This is an optimization exercise on Yosys and OpenROAD, whose aim is small area, a short achievable clock period and few clock cycles per item, not a production implementation. Only simulation tests tie the RTL to the original design; equivalence was not proved. No activity file was given, so power comes from the tool's default toggle rates.

## TR
==> flow/design.v (excerpt) <==
module rng90_codec (
    input  wire        clk,
    input  wire        rst,
    input  wire        cmd_valid,
    output wire        cmd_ready,
    input  wire [7:0]  cmd_opcode,
    input  wire [7:0]  cmd_param1,
    input  wire [15:0] cmd_param2,
    input  wire [7:0]  cmd_len,
    input  wire        din_valid,
    output wire        din_ready,
    input  wire [7:0]  din_data,
    output wire        tx_valid,
    input  wire        tx_ready,
    output wire [7:0]  tx_data,
    output wire        tx_last,
    input  wire        rsp_valid,
    output wire        rsp_ready,
    input  wire [5:0]  rsp_cap,
    input  wire        rx_valid,
    output wire        rx_ready,
    input  wire [7:0]  rx_data,
    output wire        res_valid,
    input  wire        res_ready,
    output wire        res_ok,
    output wire [7:0]  res_count,
    output wire        pl_valid,
    input  wire        pl_ready,
    output wire [7:0]  pl_data,
    output wire        pl_last
);
For scale: ~1,300 cells after synthesis, about 460 flip-flops, about 110 I/O pins, ~20,000 µm² of cells after synthesis.
==> flow/config.mk <==
export PLATFORM = sky130hd
export DESIGN_NAME = rng90_codec
export DESIGN_NICKNAME = rng90_codec
export VERILOG_FILES = /design/flow/design.v
export SDC_FILE = /design/flow/constraint.sdc
export NUM_CORES = 4
export LEC_CHECK = 0
export ABC_CLOCK_PERIOD_IN_PS = 2400
export CAP_MARGIN = 20
export CORE_MARGIN = 2
export CORE_UTILIZATION = 55
export PLACE_DENSITY = 0.72
export SETUP_SLACK_MARGIN = 3.1
export SLEW_MARGIN = 20
==> flow/constraint.sdc <==
create_clock -name core_clock -period 5.5 [get_ports {clk}]
set_input_delay 1.1000 -clock core_clock [delete_from_list [all_inputs] [get_ports {clk}]]
set_output_delay 1.1000 -clock core_clock [all_outputs]
set_load 0.01 [all_outputs]
standard.sh (not shown) runs the stock make flow with config.mk's settings and CLKGATE_MAP_FILE= SYNTH_SCRIPT=/design/flow/synth_recipe.tcl, a recipe that flattens the netlist after the stock synthesis.
==> flow/flow/run.sh <==
#!/bin/bash
# The standard layout, with plain buffers on the ports (instead of the delay
# cells buffer_ports picks by default), resizing not tied to footprints, and
# a flatter clock tree (larger sink clusters, no dummy loads).
set -euo pipefail
bash standard.sh \
  "BUFFER_PORTS_ARGS=-buffer_cell sky130_fd_sc_hd__buf_2" \
  MATCH_CELL_FOOTPRINT=0 \
  "CTS_ARGS=-sink_clustering_enable -repair_clock_nets -sink_clustering_size 24 -sink_clustering_max_diameter 80 -dont_use_dummy_load" \
  finish > flow_make.log 2>&1
Testbench counts of TR, summed over its fixed seeds: cycles 38,851, items 2,080.
> inputs changed (TR -> AL)
-- flow/design.v --
<<< TR, line 47
    reg        cmd_rdy, din_rdy;
    reg [15:0] crc;          
    reg        lp_cov;       
    reg        tx_v, tx_l;
    reg [7:0]  tx_d;
    reg        sk_v;         
    reg [7:0]  sk_d;
    assign cmd_ready = cmd_rdy;
>>> AL, line 47
    reg        cmd_rdy, din_rdy;
    reg [15:0] crc;          
    reg        tx_v, tx_l, tx_cov;
    reg [7:0]  tx_d;
    reg        sk_v, sk_cov;  
    reg [7:0]  sk_d;
    assign cmd_ready = cmd_rdy;
<<< TR, line 58
    assign tx_last   = tx_l;
    wire pop = tx_v && tx_ready;
    wire [7:0]  lpb = sk_v ? sk_d : tx_d;
    wire [15:0] crc_next;
    rng90_crc_step u_crc (
        .crc_in (crc),
        .data   (lpb),
        .crc_out(crc_next)
    );
    wire [15:0] crc_now = lp_cov ? crc_next : crc;
    wire [7:0] cnt_b  = left + 8'd7;
    wire       push_r = (ps[P_SEL] && cmd_valid) || ps[P_CNT] ||
>>> AL, line 57
    assign tx_last   = tx_l;
    wire pop = tx_v && tx_ready;
    wire [15:0] crc_full;    
    rng90_crc_step u_crc (
        .crc_in (crc),
        .data   (tx_d),
        .crc_out(crc_full)
    );
    wire [15:0] crc_now = (tx_v && tx_cov) ? crc_full : crc;
    wire [7:0] cnt_b  = left + 8'd7;
    wire       push_r = (ps[P_SEL] && cmd_valid) || ps[P_CNT] ||
<<< TR, line 80
                        ({8{ps[P_DATA]}} & din_data) |
                        ({8{ps[P_CRCL]}} & crc_now[7:0]) |
                        ({8{ps[P_CRCH]}} & crc[15:8]);
    wire       p_cov  = |ps[P_DATA:P_CNT];
    wire       p_last = ps[P_CRCH];
>>> AL, line 78
                        ({8{ps[P_DATA]}} & din_data) |
                        ({8{ps[P_CRCL]}} & crc_now[7:0]) |
                        ({8{ps[P_CRCH]}} & crc_now[15:8]);
    wire       p_cov  = |ps[P_DATA:P_CNT];
    wire       p_last = ps[P_CRCH];
<<< TR, line 96
        if (head_free) begin
            tx_d <= sk_v ? sk_d : pd;
            tx_l <= sk_v ? ps[P_SEL] : p_last;
        end
        if (push && !(head_free && !sk_v))
            sk_d <= pd;
        if (push && ps[P_SEL])
            left <= cmd_len;
>>> AL, line 94
        if (head_free) begin
            tx_d <= sk_v ? sk_d : pd;
            tx_l   <= sk_v ? ps[P_SEL] : p_last;
            tx_cov <= sk_v ? sk_cov : p_cov;
        end
        if (push && !(head_free && !sk_v)) begin
            sk_d   <= pd;
            sk_cov <= p_cov;
        end
        if (push && ps[P_SEL])
            left <= cmd_len;
<<< TR, line 111
            din_rdy <= 1'b0;
            crc     <= 16'h0000;
            lp_cov  <= 1'b0;
            tx_v    <= 1'b0;
            sk_v    <= 1'b0;
>>> AL, line 112
            din_rdy <= 1'b0;
            crc     <= 16'h0000;
            tx_v    <= 1'b0;
            sk_v    <= 1'b0;
<<< TR, line 118
            cmd_rdy <= ps_n[P_P2H] && !sk_v_n;
            din_rdy <= ps_n[P_DATA] && !sk_v_n;
            if (push && ps[P_SEL])
                crc <= 16'h0000;
            else if (lp_cov)
                crc <= crc_next;
            lp_cov  <= push && p_cov;
            if (head_free)
                tx_v <= sk_v || push;
>>> AL, line 118
            cmd_rdy <= ps_n[P_P2H] && !sk_v_n;
            din_rdy <= ps_n[P_DATA] && !sk_v_n;
            if (pop)
                crc <= tx_l ? 16'h0000 : crc_now;
            if (head_free)
                tx_v <= sk_v || push;
<<< TR, line 218
    wire [5:0] wptr_n = rewind ? cptr : (wptr + {5'd0, wr});
    wire [5:0] rptr_n = p_pop ? rptr_1 : rptr;
    wire [5:0] occ_a  = wptr - rptr + {5'd0, wr};
    wire [5:0] occ_b  = cptr - rptr;
    wire       a_le29 = !occ_a[5] && (occ_a[4:0] <= 5'd29);
    wire       a_30   = (occ_a == 6'd30);
    wire       a_31   = (occ_a == 6'd31);
    wire       a_32   = (occ_a == 6'd32);
    wire       b_le29 = !occ_b[5] && (occ_b[4:0] <= 5'd29);
    wire       b_30   = (occ_b == 6'd30);
    wire       b_31   = (occ_b == 6'd31);
    wire       b_32   = (occ_b == 6'd32);
    wire       x_le29 = rewind ? b_le29 : a_le29;
    wire       x_30   = rewind ? b_30   : a_30;
    wire       x_31   = rewind ? b_31   : a_31;
    wire       x_32   = rewind ? b_32   : a_32;
    wire       n_le29 = x_le29 || (p_pop && x_30);
    wire       n_30   = p_pop ? x_31 : x_30;
>>> AL, line 215
    wire [5:0] wptr_n = rewind ? cptr : (wptr + {5'd0, wr});
    wire [5:0] rptr_n = p_pop ? rptr_1 : rptr;
    reg  [5:0] occ;
    wire [5:0] occ_n  = rewind ? (cptr - rptr_n) : (occ + {5'd0, wr} - {5'd0, p_pop});
    wire       o_le28 = !occ[5] && (occ[4:0] <= 5'd28);
    wire       o_29   = (occ == 6'd29);
    wire       o_30   = (occ == 6'd30);
    wire       o_31   = (occ == 6'd31);
    wire       o_32   = (occ == 6'd32);
    wire       x_le29 = o_le28 || (o_29 && !wr);
    wire       x_30   = wr ? o_29 : o_30;
    wire       x_31   = wr ? o_30 : o_31;
    wire       x_32   = wr ? o_31 : o_32;
    wire       n_le29 = x_le29 || (p_pop && x_30);
    wire       n_30   = p_pop ? x_31 : x_30;
<<< TR, line 288
            occ29   <= 1'b1;
            cav     <= 1'b0;
            occ30   <= 1'b0;
            occ31   <= 1'b0;
>>> AL, line 282
            occ29   <= 1'b1;
            cav     <= 1'b0;
            occ     <= 6'd0;
            occ30   <= 1'b0;
            occ31   <= 1'b0;
<<< TR, line 308
            rptr  <= rptr_n;
            cav   <= cav_n;
            occ29 <= n_le29;
            occ30 <= n_30;
>>> AL, line 303
            rptr  <= rptr_n;
            cav   <= cav_n;
            occ   <= occ_n;
            occ29 <= n_le29;
            occ30 <= n_30;
Findings:
AL: count of cells along the worst register-to-register path 6 above TR
Going from TR to AL, share of total power in the clock network moved up, share of cell area taken by flip-flops and latches level, clock skew after layout moved up, placer congestion estimate moved down.
Lower global routing met2 resource utilization goes to TR over AL.
AL falls short of TR in leakage power summed over all cells.
Reported for TR and AL, count of input and output buffers turned out identical to the last digit.
Diff TR -> AL | non-clock buffer count | decrease of 2.9%
Summary of AL over TR: first-iteration DRC count -about 11%; ratio of total power to cell area -about 11%; final critical path time including I/O delays and setup +0.25 ns; share of synthesized cell area in full adder, half adder and majority cells ~0 delta.
Testbench counts of AL, summed over its fixed seeds: cycles 38,863, items 2,080.

## separate check: timing with driven ports
Ports are ideal in the flow. The routed layouts listed here were re-timed in OpenROAD.
Step 1 (the two cells are an assumption about what drives the block):
set clk [get_ports {clk}]
set_driving_cell -lib_cell sky130_fd_sc_hd__clkbuf_16 $clk
set_driving_cell -lib_cell sky130_fd_sc_hd__buf_2 [delete_from_list [all_inputs] $clk]
Step 2 also shifts input and output timing later by t, the mid clock arrival at the registers, as if the neighbouring blocks saw the same clock.
Slacks: ideal / step 1 / step 2; pairs: ideal / step 1.
run	t, ns	setup WS [ns]	worst setup path at the end	clock arrival spread, ns	slew at the worst register clock pin (ns)
TR	0.582	2.905 / 2.905 / 2.752	input to register	0.051 / 0.052	0.10 / 0.10
AL	0.596	2.653 / 2.653 / 2.109	input to register	0.055 / 0.056	0.09 / 0.09
After both steps setup and hold are still met in every run listed. The setup slack of AL, which loses most, moves by 0.000 ns with the drivers and by -0.544 ns with both steps.
